What follows belongs to an exercise in optimizing a design on an open flow for small area, a short achievable clock period and few clock cycles; a production flow would make more cautious choices. The RTL was checked by simulation tests, not by an equivalence proof against the original design. No activity file was given, so power comes from the tool's default toggle rates.

==> design.v <==
module egvlc (
  input  wire        clk,
  input  wire        rst,
  input  wire        reg_we,
  input  wire [7:0]  reg_addr,
  input  wire [31:0] reg_wdata,
  output reg  [31:0] reg_rdata,
  output wire        mem_req,
  output wire [31:0] mem_addr,
  input  wire        mem_ack,
  input  wire [7:0]  mem_rdata,
  output wire        irq
);
  localparam [7:0] OP_NOP      = 8'h00,
                   OP_CINIT    = 8'h01,
                   OP_RDBITS   = 8'h02,
                   OP_CLZ      = 8'h03,
                   OP_UE       = 8'h04,
                   OP_SE       = 8'h05,
                   OP_BALIGN   = 8'h06,
                   OP_ALIGN    = 8'h07,
                   OP_AACCFG   = 8'h10,
                   OP_H264SPS  = 8'h11,
                   OP_VP9KEY   = 8'h12,
                   OP_VP9PROPS = 8'h13,
                   OP_SELFTEST = 8'h1F;
  localparam [3:0] E_NONE = 4'd0, E_ILLEGAL = 4'd1, E_INPUT = 4'd2,
                   E_ABSENT = 4'd3, E_BADWIDTH = 4'd4, E_MARKER = 4'd5,
                   E_SHOWEX = 4'd6, E_NOTKEY = 4'd7, E_SYNC = 4'd8,
                   E_COLOR = 4'd9, E_RANGE = 4'd10;
  localparam [3:0] S_IDLE   = 4'd0,
                   S_DECODE = 4'd1,
                   S_EOP    = 4'd2,    
                   S_RFETCH = 4'd3,    
                   S_RDONE  = 4'd4,
                   S_CFETCH = 4'd5,    
                   S_CDONE  = 4'd6,
                   S_SEQ    = 4'd7,    
                   S_NEXT   = 4'd8,    
                   S_AFETCH = 4'd9,    
                   S_AACFIN = 4'd10;
  localparam [2:0] K_RD = 3'd0, K_CLZ = 3'd1, K_UE = 3'd2, K_SE = 3'd3,
                   K_ALIGN = 3'd4;
  localparam [5:0] P_RET    = 6'd0,
                   H_NAL    = 6'd1,  H_PROF  = 6'd2,  H_LVL   = 6'd3,
                   H_SPSID  = 6'd4,  H_CF    = 6'd5,  H_SEP   = 6'd6,
                   H_BDL    = 6'd7,  H_BDC   = 6'd8,  H_QP    = 6'd9,
                   H_SMF    = 6'd10, H_LFLAG = 6'd11, H_DELTA = 6'd12,
                   H_FNUM   = 6'd13, H_POCT  = 6'd14, H_POCL  = 6'd15,
                   H_DPOZ   = 6'd16, H_ONR   = 6'd17, H_OTB   = 6'd18,
                   H_NCYC   = 6'd19, H_CYC   = 6'd20, H_NREF  = 6'd21,
                   H_GAPS   = 6'd22, H_WM1   = 6'd23, H_HM1   = 6'd24,
                   H_FMO    = 6'd25, H_MBAFF = 6'd26, H_D8    = 6'd27,
                   H_CROP   = 6'd28, H_CL    = 6'd29, H_CR    = 6'd30,
                   H_CT     = 6'd31, H_CB    = 6'd32, H_DERIVE = 6'd33,
                   V_MARK   = 6'd40, V_LOW   = 6'd41, V_HIGH  = 6'd42,
                   V_RSV    = 6'd43, V_SHOWEX = 6'd44, V_FT   = 6'd45,
                   V_SHOWF  = 6'd46, V_ERRES = 6'd47, V_SYNC  = 6'd48,
                   V_BD     = 6'd49, V_CS    = 6'd50, V_FS    = 6'd51,
                   V_SSX    = 6'd52, V_SSY   = 6'd53, V_CRSV  = 6'd54,
                   V_SRGB   = 6'd55, V_ALIGN = 6'd56, V_W     = 6'd57,
                   V_H      = 6'd58, V_RF    = 6'd59, V_DW    = 6'd60,
                   V_DH     = 6'd61, V_COMMIT = 6'd62;
  reg        ctrl_strict, ctrl_ie;
  reg        st_done, st_ok, st_valid, st_sticky, st_drop;
  reg [3:0]  st_err;
  reg [2:0]  st_outw;
  reg [31:0] len_r, base_r;
  reg [63:0] pos, lenbits, res;
  reg [63:0] out_w, out_h;
  reg [31:0] out_dw, out_dh;
  reg [12:0] out_vp9;
  reg [3:0]  aac_ch;
  reg [23:0] aac_sr;
  reg [10:0] aac_spf;
  reg [3:0]  st;
  reg [31:0] cmd;
  reg        strict;              
  reg [5:0]  step;
  reg [2:0]  eop_kind;
  reg [6:0]  eop_n;
  reg [63:0] sp;                  
  reg [63:0] acc;                 
  reg [6:0]  cnt;                 
  reg [63:0] zc;                  
  reg [63:0] ev;                  
  reg        eabs;                
  reg [2:0]  ai;
  reg [7:0]  ab0, ab1, ab2, ab3, ab4;
  reg [7:0]  h_profile;
  reg        h_cf3;
  reg [3:0]  h_li;
  reg [5:0]  h_lj;
  reg [63:0] h_ncyc, h_kc;
  reg [63:0] h_wm1, h_hm1, h_cl, h_cr, h_ct, h_cb;
  reg        h_fmo;
  reg [1:0]  v_profile;
  reg [3:0]  v_bd;
  reg [2:0]  v_cs;
  reg        v_fs, v_ssx, v_ssy;
  reg [16:0] v_w, v_h, v_dw, v_dh;
  wire       busy = (st != S_IDLE);
  wire [7:0] opc  = cmd[7:0];
  wire [6:0] cmd_n = cmd[14:8];
  wire [2:0] cmd_req = cmd[18:16];
  wire exh  = (pos >= lenbits);
  wire over = (pos > lenbits);
  assign irq = st_done & ctrl_ie;
  wire [31:0] byte_idx = (st == S_AFETCH) ? {29'd0, ai} : sp[34:3];
  assign mem_addr = base_r + byte_idx;
  assign mem_req  = (st == S_AFETCH) || (st == S_CFETCH) ||
                    ((st == S_RFETCH) && (sp < lenbits));
  always @* begin
    case (reg_addr[7:2])
      6'h00: reg_rdata = {30'd0, ctrl_ie, ctrl_strict};
      6'h02: reg_rdata = {17'd0, st_outw, st_drop, st_sticky, over, exh,
                          st_err, st_valid, st_ok, st_done, busy};
      6'h03: reg_rdata = len_r;
      6'h04: reg_rdata = base_r;
      6'h06: reg_rdata = pos[31:0];
      6'h07: reg_rdata = pos[63:32];
      6'h08: reg_rdata = lenbits[31:0];
      6'h09: reg_rdata = lenbits[63:32];
      6'h0A: reg_rdata = res[31:0];
      6'h0B: reg_rdata = res[63:32];
      6'h0C: reg_rdata = out_w[31:0];
      6'h0D: reg_rdata = out_w[63:32];
      6'h0E: reg_rdata = out_h[31:0];
      6'h0F: reg_rdata = out_h[63:32];
      6'h10: reg_rdata = out_dw;
      6'h11: reg_rdata = out_dh;
      6'h12: reg_rdata = {19'd0, out_vp9};
      6'h13: reg_rdata = {28'd0, aac_ch};
      6'h14: reg_rdata = {8'd0, aac_sr};
      6'h15: reg_rdata = {21'd0, aac_spf};
      default: reg_rdata = 32'd0;
    endcase
  end
  wire [7:0] rbyte   = (sp < lenbits) ? mem_rdata : 8'd0;
  wire [3:0] r_avail = 4'd8 - {1'b0, sp[2:0]};
  wire [3:0] r_k     = ({3'd0, cnt} < {3'd0, r_avail}) ? cnt[3:0] : r_avail;
  wire [7:0] r_shl   = rbyte << sp[2:0];
  wire [7:0] r_field = r_shl >> (4'd8 - r_k);
  wire       r_go    = (sp >= lenbits) || mem_ack;
  wire [7:0] c_byte = mem_rdata & (8'hFF >> sp[2:0]);
  reg  [3:0] c_lz;
  always @* begin
    casez (c_byte)
      8'b1???????: c_lz = 4'd0;
      8'b01??????: c_lz = 4'd1;
      8'b001?????: c_lz = 4'd2;
      8'b0001????: c_lz = 4'd3;
      8'b00001???: c_lz = 4'd4;
      8'b000001??: c_lz = 4'd5;
      8'b0000001?: c_lz = 4'd6;
      8'b00000001: c_lz = 4'd7;
      default:     c_lz = 4'd8;
    endcase
  end
  wire [63:0] c_next = {sp[63:3] + 61'd1, 3'b000};
  wire [63:0] ue_val = (acc != 64'd0) ? acc - 64'd1 : 64'd0;
  wire [63:0] se_val = ue_val[0] ? ({1'b0, ue_val[63:1]} + 64'd1)
                                 : (64'd0 - {1'b0, ue_val[63:1]});
  wire [63:0] u_pos = pos + zc;
  wire [63:0] val = eabs ? 64'd0 : ev;
  wire [3:0]  a_sfi   = {ab0[2:0], ab1[7]};
  wire        a_expl  = (a_sfi == 4'd15) && (len_r > 32'd4);
  reg  [23:0] a_tab;
  always @* begin
    case (a_sfi)
      4'd0:  a_tab = 24'd96000;
      4'd1:  a_tab = 24'd88200;
      4'd2:  a_tab = 24'd64000;
      4'd3:  a_tab = 24'd48000;
      4'd4:  a_tab = 24'd44100;
      4'd5:  a_tab = 24'd32000;
      4'd6:  a_tab = 24'd24000;
      4'd7:  a_tab = 24'd22050;
      4'd8:  a_tab = 24'd16000;
      4'd9:  a_tab = 24'd12000;
      4'd10: a_tab = 24'd11025;
      4'd11: a_tab = 24'd8000;
      4'd12: a_tab = 24'd7350;
      default: a_tab = 24'd0;
    endcase
  end
  wire        a_sr_ok = (a_sfi < 4'd13) || a_expl;
  wire [23:0] a_sr    = a_expl ? {ab1[6:0], ab2, ab3, ab4[7]} : a_tab;
  wire [3:0]  a_ch    = a_expl ? ab4[6:3] : ab1[6:3];
  wire        a_fl    = a_expl ? ab4[2]   : ab1[2];
  wire [2:0]  a_w     = {cmd_req[2], cmd_req[1] & a_sr_ok, cmd_req[0]};
  wire [71:0] h_wmb  = {8'd0, h_wm1} + 72'd1;
  wire [71:0] h_hmb  = {8'd0, h_hm1} + 72'd1;
  wire [71:0] h_wfull = (h_wmb << 4) - (({8'd0, h_cl} + {8'd0, h_cr}) << 1);
  wire [71:0] h_hfull = (h_fmo ? (h_hmb << 4) : (h_hmb << 5)) -
                        (({8'd0, h_ct} + {8'd0, h_cb}) << 1);
  wire        h_range_bad = (h_wfull[71:63] != 9'd0) || (h_hfull[71:63] != 9'd0);
  wire h_prof_p = (h_profile == 8'd44)  || (h_profile == 8'd83)  ||
                  (h_profile == 8'd86)  || (h_profile == 8'd100) ||
                  (h_profile == 8'd110) || (h_profile == 8'd118) ||
                  (h_profile == 8'd122) || (h_profile == 8'd128) ||
                  (h_profile == 8'd244);
  wire opc_known = (opc == OP_NOP) || (opc == OP_CINIT) || (opc == OP_RDBITS) ||
                   (opc == OP_CLZ) || (opc == OP_UE) || (opc == OP_SE) ||
                   (opc == OP_BALIGN) || (opc == OP_ALIGN) ||
                   (opc == OP_AACCFG) || (opc == OP_H264SPS) ||
                   (opc == OP_VP9KEY) || (opc == OP_VP9PROPS) ||
                   (opc == OP_SELFTEST);
  wire illegal = !opc_known || cmd[15] || (cmd[31:19] != 13'd0) ||
                 ((opc != OP_RDBITS) && (cmd_n != 7'd0)) ||
                 ((opc != OP_AACCFG) && (cmd_req != 3'd0));
  reg        f_go, f_ok, f_valid;
  reg [3:0]  f_err;
  reg [2:0]  f_outw;
  reg        e_go, e_abs;
  reg [63:0] e_val;
  reg        l_go;
  reg [2:0]  l_kind;
  reg [6:0]  l_n;
  always @(posedge clk) begin
    f_go = 1'b0; f_ok = 1'b0; f_valid = 1'b0; f_err = E_NONE; f_outw = 3'd0;
    e_go = 1'b0; e_abs = 1'b0; e_val = 64'd0;
    l_go = 1'b0; l_kind = K_RD; l_n = 7'd0;
    if (rst) begin
      ctrl_strict <= 1'b1;
      ctrl_ie     <= 1'b0;
      st_done     <= 1'b0;
      st_ok       <= 1'b0;
      st_valid    <= 1'b0;
      st_err      <= E_NONE;
      st_sticky   <= 1'b0;
      st_drop     <= 1'b0;
      st_outw     <= 3'd0;
      len_r       <= 32'd0;
      base_r      <= 32'd0;
      pos         <= 64'd0;
      lenbits     <= 64'd0;
      res         <= 64'd0;
      out_w       <= 64'd0;
      out_h       <= 64'd0;
      out_dw      <= 32'd0;
      out_dh      <= 32'd0;
      out_vp9     <= 13'd0;
      aac_ch      <= 4'd0;
      aac_sr      <= 24'd0;
      aac_spf     <= 11'd0;
      st          <= S_IDLE;
      cmd         <= 32'd0;
      strict      <= 1'b1;
      step        <= P_RET;
    end else begin
      if (reg_we) begin
        case (reg_addr[7:2])
          6'h00: if (busy) st_drop <= 1'b1;
                 else begin ctrl_strict <= reg_wdata[0]; ctrl_ie <= reg_wdata[1]; end
          6'h01: if (busy) st_drop <= 1'b1;
                 else begin
                   cmd     <= reg_wdata;
                   strict  <= ctrl_strict;
                   st_done <= 1'b0;
                   st      <= S_DECODE;
                 end
          6'h02: begin
                   if (reg_wdata[1])  st_done <= 1'b0;
                   if (reg_wdata[11]) st_drop <= 1'b0;
                 end
          6'h03: if (busy) st_drop <= 1'b1; else len_r  <= reg_wdata;
          6'h04: if (busy) st_drop <= 1'b1; else base_r <= reg_wdata;
          6'h05: if (busy) st_drop <= 1'b1;
          default: ;
        endcase
      end
      case (st)
        S_DECODE: begin
          if (illegal) begin
            f_go = 1'b1; f_err = E_ILLEGAL;
          end else begin
            case (opc)
              OP_NOP: begin f_go = 1'b1; f_ok = 1'b1; end
              OP_CINIT: begin
                pos       <= 64'd0;
                lenbits   <= {29'd0, len_r, 3'd0};
                st_sticky <= 1'b0;
                f_go = 1'b1; f_ok = 1'b1;
              end
              OP_SELFTEST: begin
                res <= 64'd254;
                f_go = 1'b1; f_ok = 1'b1; f_valid = 1'b1;
              end
              OP_BALIGN: begin
                res <= {61'd0, pos[2:0]};
                f_go = 1'b1; f_ok = 1'b1; f_valid = 1'b1;
              end
              OP_RDBITS: begin
                if (cmd_n == 7'd0 || cmd_n > 7'd64) begin
                  res       <= 64'd0;
                  st_sticky <= 1'b1;
                  f_go = 1'b1; f_err = E_BADWIDTH;
                end else begin
                  step <= P_RET; l_go = 1'b1; l_kind = K_RD; l_n = cmd_n;
                end
              end
              OP_CLZ:   begin step <= P_RET; l_go = 1'b1; l_kind = K_CLZ;   end
              OP_UE:    begin step <= P_RET; l_go = 1'b1; l_kind = K_UE;    end
              OP_SE:    begin step <= P_RET; l_go = 1'b1; l_kind = K_SE;    end
              OP_ALIGN: begin step <= P_RET; l_go = 1'b1; l_kind = K_ALIGN; end
              OP_AACCFG: begin
                if (len_r < 32'd2) begin
                  f_go = 1'b1; f_err = E_INPUT;
                end else begin
                  ai <= 3'd0;
                  st <= S_AFETCH;
                end
              end
              default: begin    
                if (len_r == 32'd0) begin
                  f_go = 1'b1; f_err = E_INPUT;
                end else begin
                  pos       <= 64'd0;
                  lenbits   <= {29'd0, len_r, 3'd0};
                  st_sticky <= 1'b0;
                  step      <= (opc == OP_H264SPS) ? H_NAL : V_MARK;
                  st        <= S_NEXT;
                end
              end
            endcase
          end
        end
        S_EOP: begin
          case (eop_kind)
            K_RD, K_ALIGN: begin
              if (eop_kind == K_ALIGN && pos[2:0] == 3'd0) begin
                e_go = 1'b1; e_val = 64'd0;
              end else if (pos >= lenbits ||
                           (strict && (lenbits - pos) < {57'd0, eop_n})) begin
                e_go = 1'b1; e_abs = 1'b1;
              end else begin
                sp  <= pos;
                acc <= 64'd0;
                cnt <= eop_n;
                st  <= S_RFETCH;
              end
            end
            default: begin    
              zc <= 64'd0;
              sp <= pos;
              st <= (pos >= lenbits) ? S_CDONE : S_CFETCH;
            end
          endcase
        end
        S_RFETCH: begin
          if (r_go) begin
            acc <= (acc << r_k) | {56'd0, r_field};
            sp  <= sp + {60'd0, r_k};
            cnt <= cnt - {3'd0, r_k};
            if (cnt == {3'd0, r_k}) st <= S_RDONE;
          end
        end
        S_RDONE: begin
          pos <= sp;
          e_go = 1'b1;
          case (eop_kind)
            K_RD:    e_val = acc;
            K_ALIGN: e_val = {57'd0, eop_n};
            K_UE:    e_val = ue_val;
            default: e_val = se_val;
          endcase
        end
        S_CFETCH: begin
          if (mem_ack) begin
            if (c_byte != 8'd0) begin
              zc <= zc + {60'd0, c_lz} - {61'd0, sp[2:0]};
              st <= S_CDONE;
            end else begin
              zc <= zc + {60'd0, 4'd8 - {1'b0, sp[2:0]}};
              sp <= c_next;
              if (c_next >= lenbits) st <= S_CDONE;
            end
          end
        end
        S_CDONE: begin
          if (eop_kind == K_CLZ) begin
            e_go = 1'b1; e_val = zc;
          end else if (zc >= 64'd64 || u_pos >= lenbits) begin
            if (!strict) pos <= u_pos;
            e_go = 1'b1; e_abs = 1'b1;
          end else if (strict && (lenbits - u_pos) < (zc + 64'd1)) begin
            e_go = 1'b1; e_abs = 1'b1;
          end else begin
            sp    <= u_pos;
            acc   <= 64'd0;
            cnt   <= zc[6:0] + 7'd1;
            eop_n <= zc[6:0] + 7'd1;
            st    <= S_RFETCH;
          end
        end
        S_AFETCH: begin
          if (mem_ack) begin
            case (ai)
              3'd0: ab0 <= mem_rdata;
              3'd1: ab1 <= mem_rdata;
              3'd2: ab2 <= mem_rdata;
              3'd3: ab3 <= mem_rdata;
              default: ab4 <= mem_rdata;
            endcase
            if (ai == 3'd1) begin
              if ({ab0[2:0], mem_rdata[7]} == 4'd15 && len_r > 32'd4) ai <= 3'd2;
              else st <= S_AACFIN;
            end else if (ai == 3'd4) begin
              st <= S_AACFIN;
            end else begin
              ai <= ai + 3'd1;
            end
          end
        end
        S_AACFIN: begin
          if (a_w[0]) aac_ch  <= a_ch;
          if (a_w[1]) aac_sr  <= a_sr;
          if (a_w[2]) aac_spf <= a_fl ? 11'd960 : 11'd1024;
          f_go = 1'b1; f_ok = 1'b1; f_outw = a_w;
        end
        S_SEQ: begin
          if (step == P_RET) begin
            if (opc == OP_CLZ) begin
              res <= ev;
              f_go = 1'b1; f_ok = 1'b1; f_valid = 1'b1;
            end else if (eabs) begin
              res       <= 64'd0;
              st_sticky <= 1'b1;
              f_go = 1'b1; f_err = E_ABSENT;
            end else begin
              res <= ev;
              f_go = 1'b1; f_ok = 1'b1; f_valid = 1'b1;
            end
          end else if (eabs && strict) begin
            st_sticky <= 1'b1;
            f_go = 1'b1; f_err = E_ABSENT;
          end else begin
            if (eabs) st_sticky <= 1'b1;
            st <= S_NEXT;
            case (step)
              H_NAL:   step <= H_PROF;
              H_PROF:  begin h_profile <= val[7:0]; step <= H_LVL; end
              H_LVL:   step <= H_SPSID;
              H_SPSID: step <= h_prof_p ? H_CF : H_FNUM;
              H_CF:    begin h_cf3 <= (val == 64'd3); step <= (val == 64'd3) ? H_SEP : H_BDL; end
              H_SEP:   step <= H_BDL;
              H_BDL:   step <= H_BDC;
              H_BDC:   step <= H_QP;
              H_QP:    step <= H_SMF;
              H_SMF:   if (val[0]) begin h_li <= 4'd0; step <= H_LFLAG; end
                       else step <= H_FNUM;
              H_LFLAG: if (val[0]) begin h_lj <= 6'd0; step <= H_DELTA; end
                       else h_li <= h_li + 4'd1;
              H_DELTA: h_lj <= h_lj + 6'd1;
              H_FNUM:  step <= H_POCT;
              H_POCT:  step <= (val == 64'd0) ? H_POCL :
                               (val == 64'd1) ? H_DPOZ : H_NREF;
              H_POCL:  step <= H_NREF;
              H_DPOZ:  step <= H_ONR;
              H_ONR:   step <= H_OTB;
              H_OTB:   step <= H_NCYC;
              H_NCYC:  begin h_ncyc <= val; h_kc <= 64'd0; step <= H_CYC; end
              H_CYC:   h_kc <= h_kc + 64'd1;
              H_NREF:  step <= H_GAPS;
              H_GAPS:  step <= H_WM1;
              H_WM1:   begin h_wm1 <= val; step <= H_HM1; end
              H_HM1:   begin h_hm1 <= val; step <= H_FMO; end
              H_FMO:   begin h_fmo <= val[0]; step <= val[0] ? H_D8 : H_MBAFF; end
              H_MBAFF: step <= H_D8;
              H_D8:    step <= H_CROP;
              H_CROP:  if (val[0]) step <= H_CL;
                       else begin
                         h_cl <= 64'd0; h_cr <= 64'd0; h_ct <= 64'd0; h_cb <= 64'd0;
                         step <= H_DERIVE;
                       end
              H_CL:    begin h_cl <= val; step <= H_CR; end
              H_CR:    begin h_cr <= val; step <= H_CT; end
              H_CT:    begin h_ct <= val; step <= H_CB; end
              H_CB:    begin h_cb <= val; step <= H_DERIVE; end
              V_MARK:  if (val != 64'd2) begin f_go = 1'b1; f_err = E_MARKER; end
                       else step <= V_LOW;
              V_LOW:   begin v_profile[0] <= val[0]; step <= V_HIGH; end
              V_HIGH:  begin
                         v_profile[1] <= val[0];
                         step <= (val[0] && v_profile[0]) ? V_RSV : V_SHOWEX;
                       end
              V_RSV:   step <= V_SHOWEX;
              V_SHOWEX: if (val[0]) begin f_go = 1'b1; f_err = E_SHOWEX; end
                        else step <= V_FT;
              V_FT:    if (opc == OP_VP9KEY) begin
                         out_vp9[12] <= ~val[0];
                         f_go = 1'b1; f_ok = 1'b1;
                       end else if (val[0]) begin
                         f_go = 1'b1; f_err = E_NOTKEY;
                       end else step <= V_SHOWF;
              V_SHOWF: step <= V_ERRES;
              V_ERRES: step <= V_SYNC;
              V_SYNC:  if (val != 64'h498342) begin f_go = 1'b1; f_err = E_SYNC; end
                       else step <= V_BD;
              V_BD:    begin v_bd <= val[0] ? 4'd12 : 4'd10; step <= V_CS; end
              V_CS:    begin v_cs <= val[2:0]; step <= (val == 64'd7) ? V_SRGB : V_FS; end
              V_FS:    begin
                         v_fs <= val[0];
                         if (v_profile[0]) step <= V_SSX;
                         else begin v_ssx <= 1'b1; v_ssy <= 1'b1; step <= V_ALIGN; end
                       end
              V_SSX:   begin v_ssx <= val[0]; step <= V_SSY; end
              V_SSY:   begin v_ssy <= val[0]; step <= V_CRSV; end
              V_CRSV:  step <= V_ALIGN;
              V_SRGB:  begin
                         v_ssx <= 1'b0; v_ssy <= 1'b0; v_fs <= 1'b1;
                         if (!v_profile[0]) begin f_go = 1'b1; f_err = E_COLOR; end
                         else step <= V_ALIGN;
                       end
              V_ALIGN: step <= V_W;
              V_W:     begin v_w <= {1'b0, val[15:0]} + 17'd1; step <= V_H; end
              V_H:     begin v_h <= {1'b0, val[15:0]} + 17'd1; step <= V_RF; end
              V_RF:    if (val[0]) step <= V_DW;
                       else begin v_dw <= v_w; v_dh <= v_h; step <= V_COMMIT; end
              V_DW:    begin v_dw <= {1'b0, val[15:0]} + 17'd1; step <= V_DH; end
              V_DH:    begin v_dh <= {1'b0, val[15:0]} + 17'd1; step <= V_COMMIT; end
              default: ;
            endcase
          end
        end
        S_NEXT: begin
          case (step)
            H_NAL, H_PROF: begin l_go = 1'b1; l_kind = K_RD; l_n = 7'd8; end
            H_LVL:   begin l_go = 1'b1; l_kind = K_RD; l_n = 7'd16; end
            H_SPSID, H_CF, H_BDL, H_BDC, H_FNUM, H_POCT, H_POCL, H_NCYC,
            H_NREF, H_WM1, H_HM1, H_CL, H_CR, H_CT, H_CB:
                     begin l_go = 1'b1; l_kind = K_UE; end
            H_SEP, H_QP, H_SMF, H_DPOZ, H_GAPS, H_FMO, H_MBAFF, H_D8, H_CROP:
                     begin l_go = 1'b1; l_kind = K_RD; l_n = 7'd1; end
            H_ONR, H_OTB:
                     begin l_go = 1'b1; l_kind = K_SE; end
            H_LFLAG: if (h_li == (h_cf3 ? 4'd12 : 4'd8)) step <= H_FNUM;
                     else begin l_go = 1'b1; l_kind = K_RD; l_n = 7'd1; end
            H_DELTA: if (h_lj == ((h_li < 4'd6) ? 6'd16 : 6'd32)) begin
                       h_li <= h_li + 4'd1;
                       step <= H_LFLAG;
                     end else begin l_go = 1'b1; l_kind = K_SE; end
            H_CYC:   if (h_kc == h_ncyc || (!strict && pos >= lenbits && st_sticky))
                       step <= H_NREF;
                     else begin l_go = 1'b1; l_kind = K_SE; end
            H_DERIVE: begin
              if (strict && h_range_bad) begin
                f_go = 1'b1; f_err = E_RANGE;
              end else begin
                out_w <= h_wfull[63:0];
                out_h <= h_hfull[63:0];
                f_go = 1'b1; f_ok = 1'b1;
              end
            end
            V_MARK:  begin l_go = 1'b1; l_kind = K_RD; l_n = 7'd2; end
            V_LOW, V_HIGH, V_RSV, V_SHOWEX, V_FT, V_SHOWF, V_ERRES, V_FS,
            V_SSX, V_SSY, V_CRSV, V_SRGB, V_RF:
                     begin l_go = 1'b1; l_kind = K_RD; l_n = 7'd1; end
            V_SYNC:  begin l_go = 1'b1; l_kind = K_RD; l_n = 7'd24; end
            V_BD:    if (v_profile[1]) begin l_go = 1'b1; l_kind = K_RD; l_n = 7'd1; end
                     else begin v_bd <= 4'd8; step <= V_CS; end
            V_CS:    begin l_go = 1'b1; l_kind = K_RD; l_n = 7'd3; end
            V_ALIGN: begin l_go = 1'b1; l_kind = K_ALIGN; end
            V_W, V_H, V_DW, V_DH:
                     begin l_go = 1'b1; l_kind = K_RD; l_n = 7'd16; end
            V_COMMIT: begin
              out_w   <= {47'd0, v_w};
              out_h   <= {47'd0, v_h};
              out_dw  <= {15'd0, v_dw};
              out_dh  <= {15'd0, v_dh};
              out_vp9 <= {1'b1, v_profile, v_fs, v_ssy, v_ssx, v_cs, v_bd};
              f_go = 1'b1; f_ok = 1'b1;
            end
            default: ;
          endcase
        end
        default: ;
      endcase
      if (l_go) begin
        eop_kind <= l_kind;
        eop_n    <= (l_kind == K_ALIGN) ? (7'd8 - {4'd0, pos[2:0]}) : l_n;
        st       <= S_EOP;
      end
      if (e_go) begin
        ev   <= e_val;
        eabs <= e_abs;
        st   <= S_SEQ;
      end
      if (f_go) begin
        st_ok    <= f_ok;
        st_valid <= f_valid;
        st_err   <= f_err;
        st_outw  <= f_outw;
        st_done  <= 1'b1;
        st       <= S_IDLE;
      end
    end
  end
endmodule
==> run.sh <==
#!/bin/bash
# synth_recipe.tcl (not shown) runs the flow's synth.tcl, then flattens the netlist and writes it again
# the make line also repeats each setting of config.mk as NAME=value (left out here)
make -C /OpenROAD-flow-scripts/flow DESIGN_CONFIG=/design/flow/config.mk WORK_HOME=/design/flow/orfs CLKGATE_MAP_FILE= SYNTH_SCRIPT=/design/flow/synth_recipe.tcl finish
==> config.mk <==
export PLATFORM = sky130hd
export DESIGN_NAME = egvlc
export DESIGN_NICKNAME = egvlc
export VERILOG_FILES = /design/flow/design.v
export SDC_FILE = /design/flow/constraint.sdc
export NUM_CORES = 4
export LEC_CHECK = 0
export CAP_MARGIN = 20
export CORE_MARGIN = 2
export CORE_UTILIZATION = 40
export SLEW_MARGIN = 20
==> constraint.sdc <==
create_clock -name core_clock -period 12.0 [get_ports {clk}]
set_input_delay 2.4000 -clock core_clock [delete_from_list [all_inputs] [get_ports {clk}]]
set_output_delay 2.4000 -clock core_clock [all_outputs]
set_load 0.01 [all_outputs]
==> impl_metrics.json <==
{
  "status": "no timing/DRC/antenna violations",
  "die_h_um": 533,
  "maxCapViolCount": 0,
  "arrival_ns": 11.73,
  "finalHoldViolCount": 0,
  "numPortBuffers": 115,
  "grt_pass1_vias": 101893,
  "fin_skew_ns": 0.112,
  "tightest_slew_ns": 1.33,
  "drtAntennaViolNets": 0,
  "avgSynthCellArea_um2": 8.24,
  "crit_path_end_kind": "flop",
  "dp_hpwl_mm": 411,
  "grt_pass1_wl_mm": 747,
  "route.vias.total": 109701,
  "fin_setup_tns_ns": 0,
  "clk_path_buf_depth": 4,
  "layout_commonest_cell": "nand2_1",
  "grt_usage_pct": 35.7,
  "power_density_nw_per_um2": 147,
  "min_period_over_period_pct": 93.7,
  "drive_above_1_share_pct": 5.89,
  "syn2layout_area_growth_pct": 10.3,
  "synth-edff-count": 920,
  "yosys_warnings": 1,
  "synth_ff_type": "edfxtp_1",
  "core_um2": 279000,
  "drt-wirelength-per-cell_um": 30.6,
  "crit_top_cell": "o21ai_0",
  "cts-root-buf": "clkbuf_16",
  "first_pass_iters": 8,
  "grt_max_degree": 93,
  "drt_iter0_drc": 14213,
  "hold_path_class": "reg -> reg",
  "htreeDepth": 4,
  "crit_path_start_kind": "flop",
  "synthArstFlopShare_pct": 0,
  "postCtsHoldBufs": 0,
  "antenna_found_initial": 38,
  "worstPathRequired_ns": 12.48,
  "max_slew_margin_pct": 10.8,
  "fin_crit_ns": 11.24,
  "worst-path-buf-inv": 2,
  "rsz0062_at_grt": "no",
  "irDropWorstVdd_v": 0.000128,
  "critPathKind": "reg -> reg",
  "chipWidth_um": 533,
  "nets": 14200,
  "ys_seq_area_share_pct": 33.3,
  "synthCells": 13590,
  "ys_types": 116,
  "netlist_area_um2": 112000,
  "cts.sinks": 1405,
  "total_leakage_power_nw": 48.0,
  "gr-total-overflow": 0,
  "clkTransAtPathRegs_ns": 0.07,
  "dieArea_um2": 284000,
  "cp_slowest_cell": "or4b_1",
  "ys_ff_latch": 1405,
  "start_util_pct": 40.2,
  "drc": 0,
  "post_cts_buffers": 0,
  "synth_top_cells_by_area": "edfxtp_1, dfxtp_1, ha_1",
  "max_stage_delay_ns": 0.54,
  "crit_family": "simple AND/OR/NAND/NOR gates",
  "place_congestion": 1.05,
  "finalSetupViolations": 0,
  "worstSkewPairLatency_ns": 0.93,
  "synth_top_area_share_pct": 24.7,
  "fin_util_pct": 44.3,
  "netlist.top_cell.by_area": "edfxtp_1",
  "drt_wl_total_mm": 529,
  "cts_tree": "built",
  "vias_per_cell": 6.35,
  "synthesis.nets": 14410,
  "max_freq_mhz": 89.0,
  "row_count": 194,
  "cts_resized": 0,
  "numCtsBuffers": 179,
  "cp_max_fo": 71,
  "io_pins": 118,
  "slew_violations": 0,
  "mostFrequentLayoutCells": "nand2_1, nor2_1, a21oi_1, edfxtp_1, ha_1",
  "fill_cells": 28113
}
==> registers in the layout, indices dropped and copies added, names as in the netlist, 24 cells and up <==
| signal | cells |
|---|---|
| aac_sr | 24 |
| acc | 64 |
| base_r | 32 |
| cmd | 32 |
| ev | 64 |
| h_cb | 64 |
| h_cl | 64 |
| h_cr | 64 |
| h_ct | 64 |
| h_hm1 | 64 |
| h_kc | 64 |
| h_ncyc | 64 |
| h_wm1 | 64 |
| len_r | 32 |
| lenbits | 32 |
| out_h | 64 |
| out_w | 64 |
| pos | 64 |
| res | 64 |
| sp | 64 |
| zc | 64 |
==> cell type report <==
type	instances	area, um2	share of cell area (%)
Antenna cell	25	62.6	0.0506
Clock buffer	224	4860	3.94
Clock inverter	99	1270	1.03
Inverter	464	1740	1.41
Multi-Input combinational cell	10929	70200	56.9
Sequential cell	1405	37300	30.2
Tap cell	3724	4660	3.77
Timing Repair Buffer	401	3370	2.72
==> cells in the mapped netlist, types with 63 or more instances <==
| library cell | count |
|---|---|
| a211oi_1 | 161 |
| or3_1 | 93 |
| a22o_1 | 82 |
| o21bai_1 | 109 |
| xnor2_1 | 595 |
| buf_1 | 72 |
| and3_1 | 207 |
| and2_1 | 71 |
| o21ai_0 | 578 |
| o221ai_1 | 67 |
| nor2b_1 | 152 |
| inv_1 | 456 |
| ha_1 | 758 |
| nand2_1 | 1560 |
| mux2i_1 | 304 |
| nand4_1 | 284 |
| a21oi_1 | 1257 |
| nor3_1 | 286 |
| o21a_1 | 93 |
| nor4_1 | 123 |
| edfxtp_1 | 920 |
| xor2_1 | 413 |
| nor2_1 | 1522 |
| a21o_1 | 324 |
| a31oi_1 | 154 |
| a311oi_1 | 63 |
| nand2b_1 | 184 |
| a221oi_1 | 108 |
| clkbuf_1 | 662 |
| a22oi_1 | 118 |
| nand3_1 | 419 |
| dfxtp_1 | 485 |
==> final timing paths <==
path | endpoint | slack [ns] | depth (start not counted) | startpoint
max | acc[1]$_SDFFCE_PN0P_ | 0.76 | 40 | zc[0]$_SDFFCE_PN0P_
min | cmd[22]$_SDFFE_PP0P_ | 0.45 | 2 | cmd[22]$_SDFFE_PP0P_
max reg2reg | acc[1]$_SDFFCE_PN0P_ | 0.76 | 40 | zc[0]$_SDFFCE_PN0P_
min reg2reg | cmd[22]$_SDFFE_PP0P_ | 0.45 | 2 | cmd[22]$_SDFFE_PP0P_
==> metal layers <==
layer  global-route usage (%)  routed length [um]
met1                     44.3              202000
met4                     25.9               45800
met5                        0                 232
met3                     8.81               55100
met2                     53.9              226000
==> worst min-delay path: cells and delay by family, from the launching register on <==
| family | cells | cell delay (ns) |
|---|---|---|
| DFF | 1 | 0.31 |
| and+or+nand+nor | 1 | 0.05 |
| AOI/OAI and AO/OA | 1 | 0.05 |
==> logic make-up after synthesis <==
| kind of cell | count (synthesis) | share of synthesized area, % |
|---|---|---|
| AOI/OAI and AO/OA | 3659 | 21.2 |
| xor gates and xnor gates | 1009 | 7.90 |
| adders and majority gates | 768 | 8.65 |
| buffers and inverters | 1256 | 4.32 |
| DFF | 1405 | 33.3 |
| muxes | 318 | 2.86 |
| and+or+nand+nor | 5175 | 21.8 |
==> power by group <==
part           switching, mW  internal [mW]  leakage (nW)
clock                   2.38           3.43          3.01
sequential             0.488           5.44          13.1
combinational           4.38           2.00          31.9
total                   7.24           10.9          48.0
==> per-stage QoR <==
step | total power [mW] | setup WS [ns] | std cells | instance area (um2) | hold slack [ns]
6_report | 18.1 | 0.759 | 17271 | 124000 | 0.452
5_1_grt | 18.7 | 0.0979 | 17251 | 123000 | 0.475
4_1_cts | 17.9 | 0.425 | 17246 | 123000 | 0.451
3_5_place_dp | 12.1 | 0.533 | 16923 | 117000 | 0.443
3_3_place_gp | 12.1 | 0.565 | 16923 | 117000 | 0.440
2_1_floorplan | 9.61 | 1.67 | 13590 | 112000 | 0.431
Testbench counts, summed over its fixed seeds: cycles 64,399.

re-timing with driven ports:
How much do the figures lean on ideal ports? The routed layout below was timed once more, with nothing changed but the port constraints.
Step 1 sets driving cells, clkbuf_16 on the clock port and buf_2 on the other inputs (assumed; they add their load-dependent delay and slew).
Step 2, shift: input delay + t, output delay - t, t = (earliest + latest rising clock arrival at the registers) / 2. This alone moves slack from input paths to output paths.
a / b / c = ideal / step 1 / step 2; a / b = the first two.
t, ns: 0.972
setup WS [ns]: 0.759 / 0.759 / 0.759
worst register clock-pin slew, ns: 0.08 / 0.08
worst data-port slew with drivers (ns): 0.14
After both steps setup and hold are still met in this run. The setup slack of this run moves by 0.000 ns with the drivers and by 0.000 ns with both steps.
